This design comes from an exercise in tuning for small area, a short achievable clock period and few clock cycles per item on the open sky130 flow, not from production work. Function was not checked in any run shown here: the RTL went through the layout flow alone. Power and IR drop assume default switching activity.

**flow/config.mk**
```make
export PLATFORM = sky130hd
export DESIGN_NAME = cobsr_encoder
export DESIGN_NICKNAME = cobsr_encoder
export VERILOG_FILES = /design/flow/design.v
export SDC_FILE = /design/flow/constraint.sdc
export NUM_CORES = 4
export LEC_CHECK = 0
export CAP_MARGIN = 20
export CORE_MARGIN = 2
export CORE_UTILIZATION = 40
export SLEW_MARGIN = 20
```
**flow/constraint.sdc**
```tcl
create_clock -name core_clock -period 9.0 [get_ports {clk}]
set_input_delay 1.8000 -clock core_clock [delete_from_list [all_inputs] [get_ports {clk}]]
set_output_delay 1.8000 -clock core_clock [all_outputs]
set_load 0.01 [all_outputs]
```
**flow/design.v**
```verilog
module cobsr_encoder (
    input  wire       clk,
    input  wire       rst,         
    input  wire       in_valid,
    output wire       in_ready,
    input  wire [7:0] in_data,
    input  wire       in_last,
    output wire       out_valid,
    input  wire       out_ready,
    output wire [7:0] out_data,
    output wire       out_last
);
    localparam integer N  = 257;   
    localparam integer Q  = 8;     
    localparam integer QB = 3;     
    reg  [8:0] ring [0:N-1];       
    wire [8:0] tap = ring[N-1];    
    reg        wr_en;
    reg  [8:0] wr_word;
    integer i;
    always @(posedge clk) begin
        ring[0] <= wr_en ? wr_word : tap;
        for (i = 1; i < N; i = i + 1)
            ring[i] <= ring[i-1];
    end
    function [8:0] inc;
        input [8:0] x;
        inc = (x == N - 1) ? 9'd0 : x + 9'd1;
    endfunction
    reg  [8:0] acc;                
    reg  [8:0] wp;                 
    reg  [8:0] rp;                 
    reg  [8:0] cnt;                
    wire [8:0] acc1 = inc(acc);
    wire [255:0] mk;
    assign mk[0] = 1'b0;
    genvar g;
    generate
        for (g = 1; g < 256; g = g + 1) begin : g_mk
            assign mk[g] = ring[N-2-g][8];
        end
    endgenerate
    function [8:0] first1;         
        input [255:0] m;
        reg   [255:0]  vv;
        reg   [2047:0] ix;             
        integer l, k;
        begin
            vv = m;
            ix = 2048'd0;
            for (l = 0; l < 8; l = l + 1) begin
                for (k = 0; k < 128; k = k + 1) begin
                    if (k < (128 >> l)) begin
                        ix[8*k +: 8] = vv[2*k] ? ix[16*k +: 8]
                                               : (ix[16*k+8 +: 8] | (8'd1 << l));
                        vv[k] = vv[2*k] | vv[2*k+1];
                    end
                end
            end
            first1 = {vv[0], ix[7:0]};
        end
    endfunction
    wire [8:0] enc = first1(mk);
    reg  [7:0] code_r;             
    reg        closed_r;           
    reg        av, bv;
    reg  [7:0] ad, bd;
    reg        al, bl;
    assign in_ready = !bv;
    wire take_in = in_valid && !bv;
    reg  consume;
    reg        msg_open;           
    reg        dpend;              
    reg  [7:0] rlen;               
    reg  [8:0] cur_c;              
    reg  [8:0] fin_f;              
    reg  [8:0] q_f [0:Q-1];
    reg        q_red [0:Q-1];
    reg  [7:0] q_v [0:Q-1];
    reg  [QB-1:0] q_hd, q_tl;
    reg  [QB:0]   q_n;
    reg        q_push, q_pop;
    reg  [8:0] push_f;
    reg        push_red;
    reg  [7:0] push_v;
    reg        ov, sv;
    reg  [7:0] od, sd;
    reg        ol, sl;
    assign out_valid = ov;
    assign out_data  = od;
    assign out_last  = ol;
    wire take_out = ov && out_ready;
    reg        ofinal;             
    wire fin_now = (q_n != 0) && (q_f[q_hd] == rp);
    wire tap_ok  = !tap[8] || ofinal || closed_r;
    wire hole    = (tap == 9'h000);     
    wire rd      = (rp == acc) && (cnt != 9'd0) && !sv && tap_ok;
    reg  [7:0] rd_byte;
    reg        rd_last;
    always @* begin
        if (!tap[8]) begin
            rd_byte = tap[7:0];
            rd_last = 1'b0;
        end else if (ofinal) begin
            rd_byte = 8'h00;
            rd_last = 1'b1;
        end else begin
            rd_byte = (fin_now && q_red[q_hd]) ? q_v[q_hd] : code_r;
            rd_last = 1'b0;
        end
    end
    wire can_wr = (wp == acc) && ((cnt != N) || rd);
    wire reduce = (ad > rlen + 8'd1);
    always @* begin
        wr_en    = 1'b0;
        wr_word  = {1'b0, ad};
        consume  = 1'b0;
        q_push   = 1'b0;
        push_f   = fin_f;
        push_red = 1'b0;
        push_v   = ad;
        if (can_wr) begin
            if (dpend) begin
                wr_en   = 1'b1;
                wr_word = 9'h100;
                q_push  = 1'b1;
            end else if (av && !msg_open) begin
                wr_en   = 1'b1;
                wr_word = (q_n != Q) ? 9'h100 : 9'h000;    
            end else if (av && rlen == 8'd254) begin
                wr_en   = 1'b1;
                wr_word = 9'h100;
            end else if (av) begin
                wr_en   = 1'b1;
                consume = 1'b1;
                if (ad == 8'h00) begin
                    wr_word = 9'h100;
                end else if (al && reduce) begin
                    wr_word  = 9'h100;
                    q_push   = 1'b1;
                    push_f   = cur_c;
                    push_red = 1'b1;
                end else begin
                    wr_word = {1'b0, ad};
                end
            end
        end
    end
    always @(posedge clk) begin
        if (rst) begin
            acc      <= 9'd0;
            wp       <= 9'd0;
            rp       <= 9'd0;
            cnt      <= 9'd0;
            closed_r <= 1'b0;
            av       <= 1'b0;
            bv       <= 1'b0;
            msg_open <= 1'b0;
            dpend    <= 1'b0;
            rlen     <= 8'd0;
            q_hd     <= {QB{1'b0}};
            q_tl     <= {QB{1'b0}};
            q_n      <= {(QB+1){1'b0}};
            ov       <= 1'b0;
            sv       <= 1'b0;
            ofinal   <= 1'b0;
        end else begin
            acc <= acc1;
            closed_r <= !(msg_open && cur_c == acc1);
            code_r   <= enc[7:0];
            if (wr_en) wp <= inc(wp);
            if (rd)    rp <= inc(rp);
            if (cnt == 9'd0 && !wr_en) begin
                wp <= acc1;
                rp <= acc1;
            end
            cnt <= cnt + {8'd0, wr_en} - {8'd0, rd};
            if (consume) begin
                if (bv) begin
                    ad <= bd; al <= bl; bv <= 1'b0;
                end else if (take_in) begin
                    ad <= in_data; al <= in_last;
                end else begin
                    av <= 1'b0;
                end
            end else if (take_in) begin
                if (av) begin
                    bd <= in_data; bl <= in_last; bv <= 1'b1;
                end else begin
                    ad <= in_data; al <= in_last; av <= 1'b1;
                end
            end
            if (wr_en) begin
                if (dpend) begin
                    dpend    <= 1'b0;
                    msg_open <= 1'b0;
                end else if (!msg_open) begin
                    msg_open <= (q_n != Q);
                    cur_c    <= wp;
                    rlen     <= 8'd0;
                end else if (!consume || ad == 8'h00) begin
                    cur_c <= wp;
                    rlen  <= 8'd0;
                    if (consume && al) begin
                        dpend <= 1'b1;
                        fin_f <= wp;
                    end
                end else if (al && reduce) begin
                    msg_open <= 1'b0;
                end else begin
                    rlen <= rlen + 8'd1;
                    if (al) begin
                        dpend <= 1'b1;
                        fin_f <= cur_c;
                    end
                end
            end
            if (q_push) begin
                q_f[q_tl]   <= push_f;
                q_red[q_tl] <= push_red;
                q_v[q_tl]   <= push_v;
                q_tl        <= q_tl + 1'b1;
            end
            if (q_pop)
                q_hd <= q_hd + 1'b1;
            q_n <= q_n + {{QB{1'b0}}, q_push} - {{QB{1'b0}}, q_pop};
            if (rd) begin
                if (tap[8])
                    ofinal <= !ofinal && fin_now;
            end
            if (sv) begin
                if (take_out) begin
                    od <= sd; ol <= sl; sv <= 1'b0;
                end
            end else if (rd && !hole) begin
                if (!ov || take_out) begin
                    od <= rd_byte; ol <= rd_last; ov <= 1'b1;
                end else begin
                    sd <= rd_byte; sl <= rd_last; sv <= 1'b1;
                end
            end else if (take_out) begin
                ov <= 1'b0;
            end
        end
    end
    always @* q_pop = rd && tap[8] && ofinal;
endmodule
```
**flow/run.sh**
```bash
#!/bin/bash
# synth_recipe.tcl (not shown) runs the flow's synth.tcl, then flattens the netlist and writes it again
# the make line also repeats each setting of config.mk as NAME=value (left out here)
make -C /OpenROAD-flow-scripts/flow DESIGN_CONFIG=/design/flow/config.mk WORK_HOME=/design/flow/orfs CLKGATE_MAP_FILE= SYNTH_SCRIPT=/design/flow/synth_recipe.tcl finish
```
==> out/results.tsv, run 1 <==
metric	value	unit
rsz0062_at_grt	false	
cts_buffers	220	
drt-met1-wl	44100	microns
ys_ff_latch	2584	
area_growth	17.8	%
tns	0	ns
pre_cts_slack	4.17	ns
grt_overflow	0	
worst_pin_slew	1.06	ns
post_drt_wl_per_cell	13.8	microns
grt_use_total	10.9	%
rows	143	
maxSlewHeadroom	29.1	%
coreArea	152000	sq um
cts_resized	0	
post-cts-setup-buffers	0	
path_max_fanout	15	
fin_crit	4.88	ns
synth-edff-count	206	
drcViolationCount	0	
wl	84600	microns
wl_met3	4290	microns
clockBufferDepth	3	
cts_sinks	2584	
swShare	20.1	%
grt_max_degree	50	
comb_power_share	2.4	%
routabilityCongestion	0.846	
postLayoutSetupSlackWorst	4.12	ns
hold_viol_final	0	
clk-insertion-delay-late	0.85	ns
antenna_found_initial	2	
synthFlopType	dfxtp_1	
powerDensity	313	nW/um^2
drv_cap	0	
synth.yosys.seq_area_share	87.6	%
avgSynthCellArea	16.6	sq um
grt_pass1_wl	137000	microns
layout-drive-gt1-share	11.7	%
path_class	flop to flop	
p_switching	4560	uW
cts_tree	built	
whs_path_depth	0	
ant_nets	0	
syn_nets	3758	
syn_area	61400	sq um
grt_pass1_vias	25900	
ctsHoldBuffers	0	
start_kind	flop	
via_per_inst	4.23	
dp_hpwl	47500	microns
first_pass_iters	5	
endpoint_kind	flop	
vias	26000	
reg2regPathDepth	17	
required	9.72	ns
die_h	396	microns
post-route-period-util	54.3	%
clkPwrFrac	45.1	%
slew_viol_final	0	
yosysUniqueCellTypes	86	
drtIter0Drc	1322	
peakVddDrop	0.226	mV
hold_path.class	flop to flop	
finalSetupViolCount	0	
ys_warn_count	2	
cp.arrival	5.60	ns
status	complete, no violations	
internal_power	18100	uW
p_leak	0.0277	uW
final_nets	3969	
highest_layer	met4	
die_w	396	microns
p_seq_share	52.5	%
met2_wirelength	33700	microns
synth_cells	3706	
die_area	157000	sq um
skew	0.0737	ns
cts_root_buf	clkbuf_16	
port_buffers	23	
initial_core_util	40.3	%
io_pins	24	
htreeDepth	4	
clk_pin_slew	0.06	ns
max_clock_freq	0.205	GHz
synthArstFlopShare	0	%
timing.hold.ws	0.260	ns
## final cells by class
type / instances / area [sq um]
inverter: 91 / 343
fill: 12800 / 79900
antenna: 2 / 5.00
timing repair buffer: 40 / 360
clock inverter: 111 / 1920
multi-input combinational: 980 / 7070
sequential: 2584 / 53800
tap: 2030 / 2540
clock buffer: 303 / 6360
## power by group through the flow
stage,clock (uW),combinational (uW),sequential [uW]
after CTS,10500,552,11900
after global routing,11000,621,11900
after global placement,0,543,12200
after detailed placement,0,548,12200
final,10200,551,11900
after floorplan,0,408,12100
## per-layer routing
layer  up-vias  GRT usage (%)
met5         -              0
met4         0           4.67
met3       197           2.85
met2       483           15.0
met1     12400           16.0
li1      12900              -
## synthesized netlist by cell type, types with 5 or more instances
| master | instances | share of area [%] |
|---|---|---|
| a2111oi_0 | 5 | 0.071 |
| a211oi_1 | 21 | 0.26 |
| a21o_1 | 11 | 0.13 |
| a21oi_1 | 83 | 0.68 |
| a221oi_1 | 8 | 0.11 |
| a22o_1 | 6 | 0.086 |
| a22oi_1 | 10 | 0.12 |
| a311oi_1 | 5 | 0.071 |
| a31oi_1 | 13 | 0.13 |
| and2_1 | 8 | 0.081 |
| and3_1 | 17 | 0.17 |
| buf_2 | 13 | 0.11 |
| clkbuf_1 | 23 | 0.14 |
| dfxtp_1 | 2378 | 77 |
| edfxtp_1 | 206 | 10 |
| ha_1 | 37 | 0.75 |
| inv_1 | 90 | 0.55 |
| mux2_2 | 28 | 0.51 |
| mux2i_1 | 21 | 0.34 |
| mux4_1 | 10 | 0.43 |
| mux4_2 | 26 | 0.95 |
| nand2_1 | 80 | 0.49 |
| nand2b_1 | 13 | 0.13 |
| nand3_1 | 32 | 0.26 |
| nand4_1 | 18 | 0.18 |
| nor2_1 | 124 | 0.76 |
| nor2b_1 | 27 | 0.27 |
| nor3_1 | 36 | 0.29 |
| nor3b_1 | 6 | 0.073 |
| nor4_1 | 53 | 0.54 |
| o21ai_0 | 60 | 0.49 |
| o21ai_1 | 9 | 0.073 |
| o21bai_1 | 12 | 0.15 |
| o22ai_1 | 6 | 0.061 |
| o2bb2ai_1 | 8 | 0.11 |
| o31ai_1 | 18 | 0.22 |
| o41ai_1 | 6 | 0.086 |
| or2_2 | 5 | 0.051 |
| or3_1 | 11 | 0.11 |
| or4_1 | 19 | 0.23 |
| xnor2_1 | 37 | 0.53 |
| xor2_1 | 26 | 0.37 |
## worst paths after layout
| kind | startpoint | endpoint | slack [ns] |
|---|---|---|---|
| max reg2reg | ring[256][8] | cnt[8] | 4.12 |
| max | ring[256][8] | cnt[8] | 4.12 |
| min reg2reg | ring[45][3] | ring[46][3] | 0.26 |
| min | ring[45][3] | ring[46][3] | 0.26 |
## cells in the final DEF, fill, tap and decap left out, drive strengths merged, types with 9 or more instances in the layout
cell / count
a21oi: 84
bufinv: 39
or3: 12
o31ai: 18
or4: 19
nand2b: 13
clkbuf: 304
xor2: 26
edfxtp: 206
mux2i: 21
a22oi: 10
dfxtp: 2378
ha: 37
o21ai: 70
mux2: 28
nor3: 37
mux4: 36
buf: 17
clkinv: 60
nand3: 33
clkdlybuf4s50: 22
nor2b: 27
nand2: 80
o21bai: 13
nor2: 125
a211oi: 21
clkinvlp: 9
nand4: 19
nor4: 55
a31oi: 13
and3: 17
xnor2: 37
inv: 94
a21o: 11
## critical path, cell delays in order, from the launching register on
cell and delay [ns]:
dfxtp_1 0.61, nand2b_1 0.36, o2111a_1 0.37, nand4_2 0.26, clkinv_2 0.25, o211ai_2 0.64, inv_1 0.39, ha_1 0.33
inv_1 0.08, fa_1 0.20, nand2b_1 0.11, a21oi_1 0.07, o21ai_0 0.20, a21oi_1 0.12, o21ai_0 0.22, a21oi_1 0.11
or3_1 0.34, a21oi_1 0.14
## logic make-up after synthesis
| family | count (synthesis) | synth area share [%] |
|---|---|---|
| AO/OA/AOI/OAI | 322 | 3.47 |
| AND/OR/NAND/NOR | 471 | 4.02 |
| XOR/XNOR | 63 | 0.898 |
| buffers and inverters | 142 | 1.01 |
| adder cells (fa/ha/maj) | 39 | 0.819 |
| flip-flops | 2584 | 87.6 |
| multiplexers | 85 | 2.24 |
## stage by stage
stage	util (%)	power [uW]	cells	cell area, sq um
final	47.5	22700	6141	72400
after global routing	47.5	23500	6140	72400
after CTS	47.5	23000	6135	72300
after detailed placement	42.1	12700	5721	64100
after global placement	42.1	12700	5721	64100
after floorplan	-	12500	3706	61400
## state kept, by name, summed over array words and instances, names as in the netlist, 4 cells and up, named ones only
name and cells:
q_v 64, q_red 8, wp 9, fin_f 9, code_r 8, ad 8
q_f 72, acc 9, od 8, rlen 8, cnt 9, sd 8
rp 9, ring 2313, q_n 4, bd 8, cur_c 9
==> run 2: changes to the inputs <==
--- a/flow/config.mk
+++ b/flow/config.mk
@@ -8,4 +8,5 @@
 export CAP_MARGIN = 20
 export CORE_MARGIN = 2
 export CORE_UTILIZATION = 40
+export SETUP_SLACK_MARGIN = 5
 export SLEW_MARGIN = 20
==> out/results.tsv, run 2 <==
metric	value	unit
cp.arrival	2.03	ns
drtIter0Drc	1365	
layout-drive-gt1-share	11.4	%
hold_viol_final	0	
ys_warn_count	2	
grt_use_total	10.8	%
slew_viol_final	0	
yosysUniqueCellTypes	86	
internal_power	17600	uW
finalSetupViolCount	0	
clk_pin_slew	0.07	ns
grt_pass1_wl	137000	microns
grt_max_degree	64	
timing.critical_path.from	ov	
post-route-period-util	42.5	%
die_w	396	microns
synth.most_common_cell	dfxtp_1	
peakVddDrop	0.259	mV
area_growth	17.1	%
swShare	20.3	%
antenna_found_initial	2	
syn_area	61400	sq um
crit_slowest_cell	clkdlybuf4s50_1	
final.fill_count	12800	
avgSynthCellArea	16.6	sq um
grt_pass1_vias	25700	
cp.depth	1	
worst_pin_slew	1.10	ns
netlist_top_cells_count	dfxtp_1 (2378), edfxtp_1 (206), nor2_1 (124)	
via_per_inst	4.22	
rsz0062_at_grt	true	
synthFlopType	dfxtp_1	
clockBufferDepth	3	
ant_nets	0	
syn_nets	3758	
dpl_cell_area	64100	sq um
vias	25900	
ys_ff_latch	2584	
cp_cell_sequence	clkdlybuf4s50_1	
post_drt_wl_per_cell	13.6	microns
whs_path_depth	0	
initial_core_util	40.3	%
cpLargestDelayFamily	buffers and inverters	
hold_path.class	flop to flop	
required	7.20	ns
tns	0	ns
status	complete, no violations	
skew	0.0859	ns
die_area	157000	sq um
max_clock_freq	0.261	GHz
synth_top_cell_by_area	dfxtp_1	
fin_crit	3.83	ns
rrSetupSlack	5.21	ns
wl	83200	microns
first_pass_iters	5	
path_max_fanout	7	
cts_buffers	220	
drv_cap	0	
path_class	flop to primary output	
yosys-top-cells-area	dfxtp_1 (77%), edfxtp_1 (10%), mux4_2 (0.95%)	
reg2reg_to	fin_f[8]	
design_area	71900	sq um
port_buffers	23	
cts_sinks	2584	
final_nets	3979	
synth-edff-count	206	
io_pins	24	
start_kind	flop	
cts_tree	built	
final_common_cell	dfxtp_1	
yosys.area.top_type_share	77.5	%
reg2regPathDepth	7	
routabilityCongestion	0.818	
maxSlewHeadroom	26.5	%
worstPathBufferInverterCount	1	
rows	143	
synth_cells	3706	
coreArea	152000	sq um
dp_hpwl	46600	microns
slowest_delay	0.72	ns
die_h	396	microns
powerDensity	307	nW/um^2
synthArstFlopShare	0	%
ctsHoldBuffers	0	
htreeDepth	4	
p_leak	0.0275	uW
drcViolationCount	0	
worstHoldStart	ring[2][7]	
r2r_start	wp[6]	
p_seq_share	54.0	%
clkPwrFrac	43.4	%
crit_end	out_valid	
top_regs	ring (2313), q_f (72), q_v (64)	
comb_power_share	2.6	%
clk-insertion-delay-late	0.82	ns
p_switching	4470	uW
endpoint_kind	primary output	
top_register	ring	
cts_root_buf	clkbuf_16	
synth.yosys.seq_area_share	87.6	%
grt_overflow	0	
final_cell_mix	dfxtp_1 (2377), clkbuf_16 (226), edfxtp_1 (206)	
largest_reg_flops	2313	
run 2: changes by cell type in the layout (fill, tap and decap cells not counted), sizes merged:
cell / delta
buf: +11
bufinv: -20
clkbuf: +18
clkinvlp: -3
inv: +2
clkinv: -13
diode: -1
run 2: kinds of logic (layout without fill, tap and decap cells):
group	Yosys count	after routing	synth area share, %
buffers and inverters	142	540	1.01
multiplexers	85	85	2.24
flip-flops	2584	2584	87.6
adder cells (fa/ha/maj)	39	39	0.819
AO/OA/AOI/OAI	322	322	3.47
other	0	1	0
XOR/XNOR	63	63	0.898
AND/OR/NAND/NOR	471	471	4.02
run 2: per-stage QoR:
| stage | hold WS, ns | worst slack (ns) | std cells | utilization [%] | total power [uW] |
|---|---|---|---|---|---|
| floorplan | 0.310 | 4.22 | 3706 | - | 12500 |
| global placement | 0.310 | 4.35 | 5720 | 42.1 | 12700 |
| detailed placement | 0.312 | 4.25 | 5720 | 42.1 | 12700 |
| CTS | 0.261 | 4.78 | 6122 | 47.2 | 22300 |
| global route | 0.275 | 4.93 | 6134 | 47.2 | 22900 |
| finish | 0.273 | 5.17 | 6135 | 47.2 | 22100 |
run 2: worst min-delay path by stage:
stage	to	slack, ns
floorplan	ring[100][0]	0.31
global placement	ring[146][7]	0.31
detailed placement	ring[101][1]	0.31
CTS	ring[3][7]	0.26
global route	ring[3][7]	0.28
finish	ring[3][7]	0.27
run 2: power groups by stage:
| stage | Clock [uW] | Sequential (uW) | Combinational, uW |
|---|---|---|---|
| 2_1_floorplan | 0 | 12100 | 408 |
| 4_1_cts | 9860 | 11900 | 557 |
| 6_report | 9570 | 11900 | 570 |
| 5_1_grt | 10300 | 11900 | 635 |
| 3_3_place_gp | 0 | 12200 | 550 |
| 3_5_place_dp | 0 | 12200 | 549 |
run 2: metal layers:
metal  share of wire (%)  track usage [%]
met1                  52             16.1
met2                  40             15.0
met3                 5.0             2.59
met4                 2.7             4.45
met5                   0                0
run 2: area by class of cell:
cell class | instances | area (sq um) | share of cell area, %
Tap cell | 2030 | 2540 | 3.53
Clock inverter | 77 | 1210 | 1.68
Timing Repair Buffer | 50 | 448 | 0.623
Inverter | 91 | 348 | 0.484
Sequential cell | 2584 | 53800 | 74.8
Antenna cell | 1 | 2.50 | 0.00348
Multi-Input combinational cell | 980 | 7130 | 9.91
Clock buffer | 322 | 6470 | 8.99
run 2: repair_timing:
item / in CTS / in global routing
pin swaps: 2 / 2
gates resized for setup: 2 / 8
setup buffers: 3 / 11
hold endpoints to repair: 0 / 0
setup endpoints to repair: 39 / 96
==> run 3: changes to the inputs <==
--- a/flow/config.mk
+++ b/flow/config.mk
@@ -5,6 +5,7 @@
 export SDC_FILE = /design/flow/constraint.sdc
 export NUM_CORES = 4
 export LEC_CHECK = 0
+export ABC_CLOCK_PERIOD_IN_PS = 3000
 export CAP_MARGIN = 20
 export CORE_MARGIN = 2
 export CORE_UTILIZATION = 40
==> out/results.tsv, run 3 <==
metric	value	unit
cts_tree	built	
p_seq_share	54.0	%
final.fill_count	12800	
dpl_cell_area	64100	sq um
wl	83200	microns
syn_nets	3758	
final_common_cell	dfxtp_1	
syn_area	61400	sq um
hold_viol_final	0	
synth-xor-area-share	0.898	%
io_pins	24	
rows	143	
postLayoutCoreUtil	47.2	%
drtIter0Drc	1365	
synth_top_cell_by_area	dfxtp_1	
powerDensity	307	nW/um^2
comb_power_share	2.6	%
grt_overflow	0	
required	7.20	ns
grt_pass1_vias	25700	
post-route-period-util	42.5	%
cp.depth	1	
synthArstFlopShare	0	%
largest_reg_flops	2313	
drcViolationCount	0	
p_leak	0.0275	uW
yosys-top-cells-area	dfxtp_1 (77%), edfxtp_1 (10%), mux4_2 (0.95%)	
post_drt_wl_per_cell	13.6	microns
reg2reg_to	fin_f[8]	
synth_compound_area_share	3.47	%
max_clock_freq	0.261	GHz
final_nets	3979	
antenna_found_initial	2	
start_kind	flop	
die_w	396	microns
r2r_start	wp[6]	
final_cell_mix	dfxtp_1 (2377), clkbuf_16 (226), edfxtp_1 (206)	
hold_path.class	flop to flop	
worstPathBufferInverterCount	1	
htreeDepth	4	
netlist_top_cells_count	dfxtp_1 (2378), edfxtp_1 (206), nor2_1 (124)	
worst_pin_slew	1.10	ns
path_max_fanout	7	
yosys.area.top_type_share	77.5	%
port_buffers	23	
status	complete, no violations	
area_growth	17.1	%
maxSlewHeadroom	26.5	%
rrSetupSlack	5.21	ns
synth.most_common_cell	dfxtp_1	
swShare	20.3	%
dp_hpwl	46600	microns
clkPwrFrac	43.4	%
synthSimpleGateAreaFrac	4.02	%
slowest_delay	0.72	ns
layout-drive-gt1-share	11.4	%
slew_viol_final	0	
cpLargestDelayFamily	buffers and inverters	
top_register	ring	
cts_buffers	220	
via_per_inst	4.22	
cp.arrival	2.03	ns
crit_end	out_valid	
finalSetupViolCount	0	
synthFlopType	dfxtp_1	
ant_nets	0	
peakVddDrop	0.259	mV
drv_cap	0	
design_area	71900	sq um
cp_cell_sequence	clkdlybuf4s50_1	
top_regs	ring (2313), q_f (72), q_v (64)	
die_h	396	microns
synth_top_family_by_area	simple AND/OR/NAND/NOR gates	
skew	0.0859	ns
rsz0062_at_grt	true	
tns	0	ns
grt_pass1_wl	137000	microns
vias	25900	
crit_slowest_cell	clkdlybuf4s50_1	
initial_core_util	40.3	%
synth-edff-count	206	
die_area	157000	sq um
cts_root_buf	clkbuf_16	
synthMuxAreaShare	2.24	%
ys_warn_count	2	
internal_power	17600	uW
clockBufferDepth	3	
synth_cells	3706	
path_class	flop to primary output	
p_switching	4470	uW
endpoint_kind	primary output	
fin_crit	3.83	ns
synth.yosys.seq_area_share	87.6	%
timing.hold.ws	0.273	ns
power	22100	uW
first_pass_iters	5	
ys_ff_latch	2584	
cts_sinks	2584	
ctsHoldBuffers	0	
timing.critical_path.from	ov	
synthAdderAreaFrac	0.819	%
yosysUniqueCellTypes	86	
coreArea	152000	sq um
clk_pin_slew	0.07	ns
avgSynthCellArea	16.6	sq um
grt_use_total	10.8	%
clk-insertion-delay-late	0.82	ns
routabilityCongestion	0.818	
grt_max_degree	64	
reg2regPathDepth	7	
## run 3: layout make-up
cell class / count / area (sq um) / share of cell area, %
tap: 2030 / 2540 / 3.53
clock inverter: 77 / 1210 / 1.68
clock buffer: 322 / 6470 / 8.99
sequential: 2584 / 53800 / 74.8
inverter: 91 / 348 / 0.484
multi-input combinational: 980 / 7130 / 9.91
antenna: 1 / 2.50 / 0.00348
timing repair buffer: 50 / 448 / 0.623
## run 3: stage by stage
stage               worst slack (ns)  instances
floorplan                       4.22       3706
global route                    4.93       6134
CTS                             4.78       6122
global placement                4.35       5720
finish                          5.17       6135
detailed placement              4.25       5720
## run 3: cell families (layout without fill, tap and decap cells)
| kind of cell | after synthesis | after routing |
|---|---|---|
| mux | 85 | 85 |
| other cells | 0 | 1 |
| xor+xnor | 63 | 63 |
| buf+inv | 142 | 540 |
| flops | 2584 | 2584 |
| simple gates | 471 | 471 |
| compound gates | 322 | 322 |
| fa+ha+maj | 39 | 39 |
## run 3: what timing repair did
action                                  in CTS  in global routing
endpoints found under the setup margin      39                 96
pin swaps                                    2                  2
resized for setup                            2                  8
endpoints found under the hold margin        0                  0
buffers inserted                             3                 11
## run 3: routing by layer
metal | up-vias | track usage (%) | routed length (microns)
met5 | - | 0 | 0
met4 | 0 | 4.45 | 2260
met3 | 179 | 2.59 | 4140
met2 | 456 | 15.0 | 33300
met1 | 12300 | 16.1 | 43500
li1 | 12900 | - | -
## run 3: power by group through the flow
stage               clock network [uW]  logic (uW)  registers, uW
floorplan                            0         408          12100
global placement                     0         550          12200
detailed placement                   0         549          12200
CTS                               9860         557          11900
global route                     10300         635          11900
finish                            9570         570          11900
## run 3: worst min-delay path by stage
stage / start / slack [ns] / depth (start not counted) / endpoint
2_1_floorplan: ring[99][0] / 0.31 / 0 / ring[100][0]
3_3_place_gp: ring[145][7] / 0.31 / 0 / ring[146][7]
3_5_place_dp: ring[100][1] / 0.31 / 0 / ring[101][1]
4_1_cts: ring[2][7] / 0.26 / 0 / ring[3][7]
5_1_grt: ring[2][7] / 0.28 / 0 / ring[3][7]
6_report: ring[2][7] / 0.27 / 0 / ring[3][7]
==> run 4: changes to the inputs <==
==> flow/design.v (replaced) <==
module cobsr_encoder (
    input  wire       clk,
    input  wire       rst,         
    input  wire       in_valid,
    output wire       in_ready,
    input  wire [7:0] in_data,
    input  wire       in_last,
    output wire       out_valid,
    input  wire       out_ready,
    output wire [7:0] out_data,
    output wire       out_last
);
    localparam [7:0] MAX_RUN = 8'd254;
    localparam [1:0] ACCUM = 2'd0,
                     CODE  = 2'd1,
                     DATA  = 2'd2,
                     DELIM = 2'd3;
    reg [1:0] phase;
    reg [7:0] e_len;      
    reg [7:0] e_code;     
    reg [7:0] e_n;        
    reg [7:0] e_pos;      
    reg       e_final;    
    reg       last_seen;  
    reg [7:0] e_buf [0:MAX_RUN-1];
    wire [7:0] last_byte = e_buf[e_len - 8'd1];
    wire       reduced   = (e_len != 8'd0) && (last_byte >= e_len + 8'd1);
    assign in_ready  = (phase == ACCUM) && !last_seen && (e_len != MAX_RUN);
    assign out_valid = (phase == CODE) || (phase == DELIM) ||
                       ((phase == DATA) && (e_pos != e_n));
    assign out_data  = (phase == CODE) ? e_code :
                       (phase == DATA) ? e_buf[e_pos] : 8'h00;
    assign out_last  = (phase == DELIM);
    wire take = in_valid && in_ready;
    wire give = out_valid && out_ready;
    always @(posedge clk) begin
        if (take && in_data != 8'h00)
            e_buf[e_len] <= in_data;
    end
    always @(posedge clk) begin
        if (rst) begin
            phase     <= ACCUM;
            e_len     <= 8'd0;
            e_code    <= 8'd0;
            e_n       <= 8'd0;
            e_pos     <= 8'd0;
            e_final   <= 1'b0;
            last_seen <= 1'b0;
        end else begin
            case (phase)
                ACCUM: begin
                    if (last_seen) begin
                        last_seen <= 1'b0;
                        e_final   <= 1'b1;
                        e_pos     <= 8'd0;
                        phase     <= CODE;
                        if (reduced) begin
                            e_code <= last_byte;
                            e_n    <= e_len - 8'd1;
                        end else begin
                            e_code <= e_len + 8'd1;
                            e_n    <= e_len;
                        end
                    end else if (e_len == MAX_RUN) begin
                        e_code  <= 8'hFF;
                        e_n     <= MAX_RUN;
                        e_pos   <= 8'd0;
                        e_final <= 1'b0;
                        phase   <= CODE;
                    end else if (take) begin
                        last_seen <= in_last;
                        if (in_data == 8'h00) begin
                            e_code  <= e_len + 8'd1;
                            e_n     <= e_len;
                            e_pos   <= 8'd0;
                            e_final <= 1'b0;
                            phase   <= CODE;
                        end else begin
                            e_len <= e_len + 8'd1;
                        end
                    end
                end
                CODE: begin
                    if (give) begin
                        e_pos <= 8'd0;
                        phase <= DATA;
                    end
                end
                DATA: begin
                    if (e_pos != e_n) begin
                        if (give)
                            e_pos <= e_pos + 8'd1;
                    end else begin
                        e_len <= 8'd0;
                        if (e_final) begin
                            phase <= DELIM;
                        end else begin
                            e_code <= 8'd0;
                            e_n    <= 8'd0;
                            e_pos  <= 8'd0;
                            phase  <= ACCUM;
                        end
                    end
                end
                DELIM: begin
                    if (give) begin
                        phase   <= ACCUM;
                        e_len   <= 8'd0;
                        e_code  <= 8'd0;
                        e_n     <= 8'd0;
                        e_pos   <= 8'd0;
                        e_final <= 1'b0;
                    end
                end
            endcase
        end
    end
endmodule
--- a/flow/config.mk
+++ b/flow/config.mk
@@ -5,9 +5,7 @@
 export SDC_FILE = /design/flow/constraint.sdc
 export NUM_CORES = 4
 export LEC_CHECK = 0
-export ABC_CLOCK_PERIOD_IN_PS = 3000
 export CAP_MARGIN = 20
 export CORE_MARGIN = 2
 export CORE_UTILIZATION = 40
-export SETUP_SLACK_MARGIN = 5
 export SLEW_MARGIN = 20
==> out/results.tsv, run 4 <==
metric	value	unit
status	complete, no violations	
drcViolationCount	0	
grt_overflow	0	
skew	0.0771	ns
start_kind	flop	
swShare	33.9	%
htreeDepth	4	
syn_nets	4882	
finalSetupViolCount	0	
cts_root_buf	clkbuf_16	
clkPwrFrac	30.3	%
post_drt_wl_per_cell	37.5	microns
rsz0062_at_grt	false	
endpoint_kind	primary output	
clk-insertion-delay-late	0.90	ns
area_growth	11.2	%
cp.arrival	5.96	ns
cts_buffers	216	
top_register	e_buf	
yosys-top-cells-area	edfxtp_1 (62%), mux4_2 (28%), nor2_1 (1.2%)	
rows	181	
synth_top_cell_by_area	edfxtp_1	
port_buffers	23	
io_pins	24	
path_class	flop to primary output	
path_max_fanout	61	
place_inst	7834	
clockBufferDepth	3	
yosys.area.top_type_share	62.4	%
post-cts-setup-buffers	0	
drtIter0Drc	7588	
hold_viol_final	0	
dp_hpwl	198000	microns
cts_resized	0	
die_w	498	microns
syn_area	97800	sq um
r2r_start	e_len[0]	
initial_core_util	40.2	%
grt_max_degree	191	
p_leak	0.0320	uW
power	29500	uW
final_cells	8238	
design_area	109000	sq um
post-route-period-util	86.3	%
ys_warn_count	1	
synthFlopType	edfxtp_1	
routabilityCongestion	0.964	
final_cell_mix	edfxtp_1 (2032), mux4_2 (1202), nor2_1 (301)	
die_area	248000	sq um
cts_tree	built	
largest_reg_flops	2032	
yosysUniqueCellTypes	79	
reg2regPathDepth	20	
dpl_cell_area	102000	sq um
grt_use_total	24.7	%
p_switching	10000	uW
antenna_found_initial	12	
first_pass_iters	6	
vias	54900	
worstHoldStart	e_code[0]	
p_seq_share	36.4	%
final_nets	4882	
via_per_inst	6.66	
wl	309000	microns
grt_pass1_vias	54800	
layout-drive-gt1-share	34.7	%
powerDensity	271	nW/um^2
fin_crit	7.76	ns
ant_nets	0	
peakVddDrop	0.285	mV
synth.yosys.seq_area_share	63.3	%
max_clock_freq	0.129	GHz
cts_sinks	2076	
rrSetupSlack	1.71	ns
netlist_top_cells_count	edfxtp_1 (2032), mux4_2 (1202), nor2_1 (315)	
coreArea	243000	sq um
grt_pass1_wl	437000	microns
synth.most_common_cell	edfxtp_1	
hold_path.class	flop to flop	
synth_cells	4851	
final.fill_count	20600	
clk_pin_slew	0.06	ns
slew_viol_final	0	
die_h	498	microns
reg2reg_to	e_code[2]	
comb_power_share	33.3	%
synth-edff-count	2032	
avgSynthCellArea	20.2	sq um
worst_pin_slew	1.29	ns
required	7.20	ns
ys_ff_latch	2076	
internal_power	19500	uW
ctsHoldBuffers	0	
drv_cap	0	
final_common_cell	edfxtp_1	
crit_end	out_data[7]	
maxSlewHeadroom	13.2	%
tns	0	ns
synthArstFlopShare	0	%
run 4: worst max-delay path: stages, from the launching register on:
cell and delay, ns:
dfxtp_4 0.95, buf_12 0.44, mux4_2 0.59, mux4_2 0.60
mux4_2 0.58, nand2b_1 0.21, a32oi_1 0.58, o21ai_0 0.43
clkdlybuf4s50_1 0.60
run 4: power groups by stage:
stage	clock network, uW	logic, uW	registers (uW)
6_report	8940	9830	10700
5_1_grt	9420	10100	10700
4_1_cts	9040	9750	10700
3_5_place_dp	0	9710	10900
3_3_place_gp	0	9770	10900
2_1_floorplan	0	6070	10900
run 4: per-layer routing:
metal,part of all wire (%),vias up,track usage (%)
met4,4.5,8,9.93
met5,0.017,-,0
met2,46,3370,37.5
li1,-,20900,-
met3,10,603,5.78
met1,39,30000,34.6
run 4: layout make-up:
cell class / instances / area, sq um / share of cell area [%]
Sequential cell: 2076 / 61900 / 57.0
Multi-Input combinational cell: 2377 / 34000 / 31.3
Clock buffer: 253 / 5570 / 5.12
Tap cell: 3202 / 4010 / 3.69
Timing Repair Buffer: 162 / 1650 / 1.52
Clock inverter: 145 / 1430 / 1.32
Inverter: 18 / 67.6 / 0.0622
Antenna cell: 5 / 12.5 / 0.0115
run 4: cell families after synthesis:
kind of cell             share of synthesized area, %
XOR/XNOR                                        0.314
adder cells (fa/ha/maj)                         0.230
buffers and inverters                            2.12
multiplexers                                     28.9
AO/OA/AOI/OAI                                    1.95
flip-flops                                       63.3
AND/OR/NAND/NOR                                  3.18
run 4: worst min path at each step:
stage,end,cells past startpoint
2_1_floorplan,e_code[0],2
3_3_place_gp,e_code[0],2
3_5_place_dp,e_code[0],2
4_1_cts,e_code[0],2
5_1_grt,e_code[0],2
6_report,e_code[0],2
run 4: stage by stage:
step | hold WS, ns | setup WS [ns] | util (%)
after floorplan | 0.425 | 3.04 | -
after global placement | 0.443 | 1.85 | 41.8
after detailed placement | 0.451 | 1.78 | 41.8
after CTS | 0.465 | 1.25 | 44.7
after global routing | 0.505 | 1.25 | 44.7
final | 0.461 | 1.24 | 44.7

## separate check: timing with driven ports
In the flow no input, the clock included, has a driving cell. The finished layouts below were timed again as built, in two steps. Step 1 (the two cells are an assumption about what drives the block):
set clk [get_ports {clk}]
set_driving_cell -lib_cell sky130_fd_sc_hd__clkbuf_16 $clk
set_driving_cell -lib_cell sky130_fd_sc_hd__buf_2 [delete_from_list [all_inputs] $clk]
Step 2 also shifts input and output timing later by t, the mid clock arrival at the registers, as if the neighbouring blocks saw the same clock. Three values: no drivers, after step 1, after step 2; two values: the first two.
| run | t (ns) | setup WS [ns] | worst setup path after step 2 |
|---|---|---|---|
| run 1 | 0.868 | 4.116 / 4.116 / 4.116 | register to register |
| run 2 | 0.856 | 5.171 / 5.101 / 5.033 | input to register |
| run 3 | 0.856 | 5.171 / 5.101 / 5.033 | input to register |
| run 4 | 0.949 | 1.236 / 1.145 / 1.709 | register to register |
After both steps every run listed still meets setup and hold.
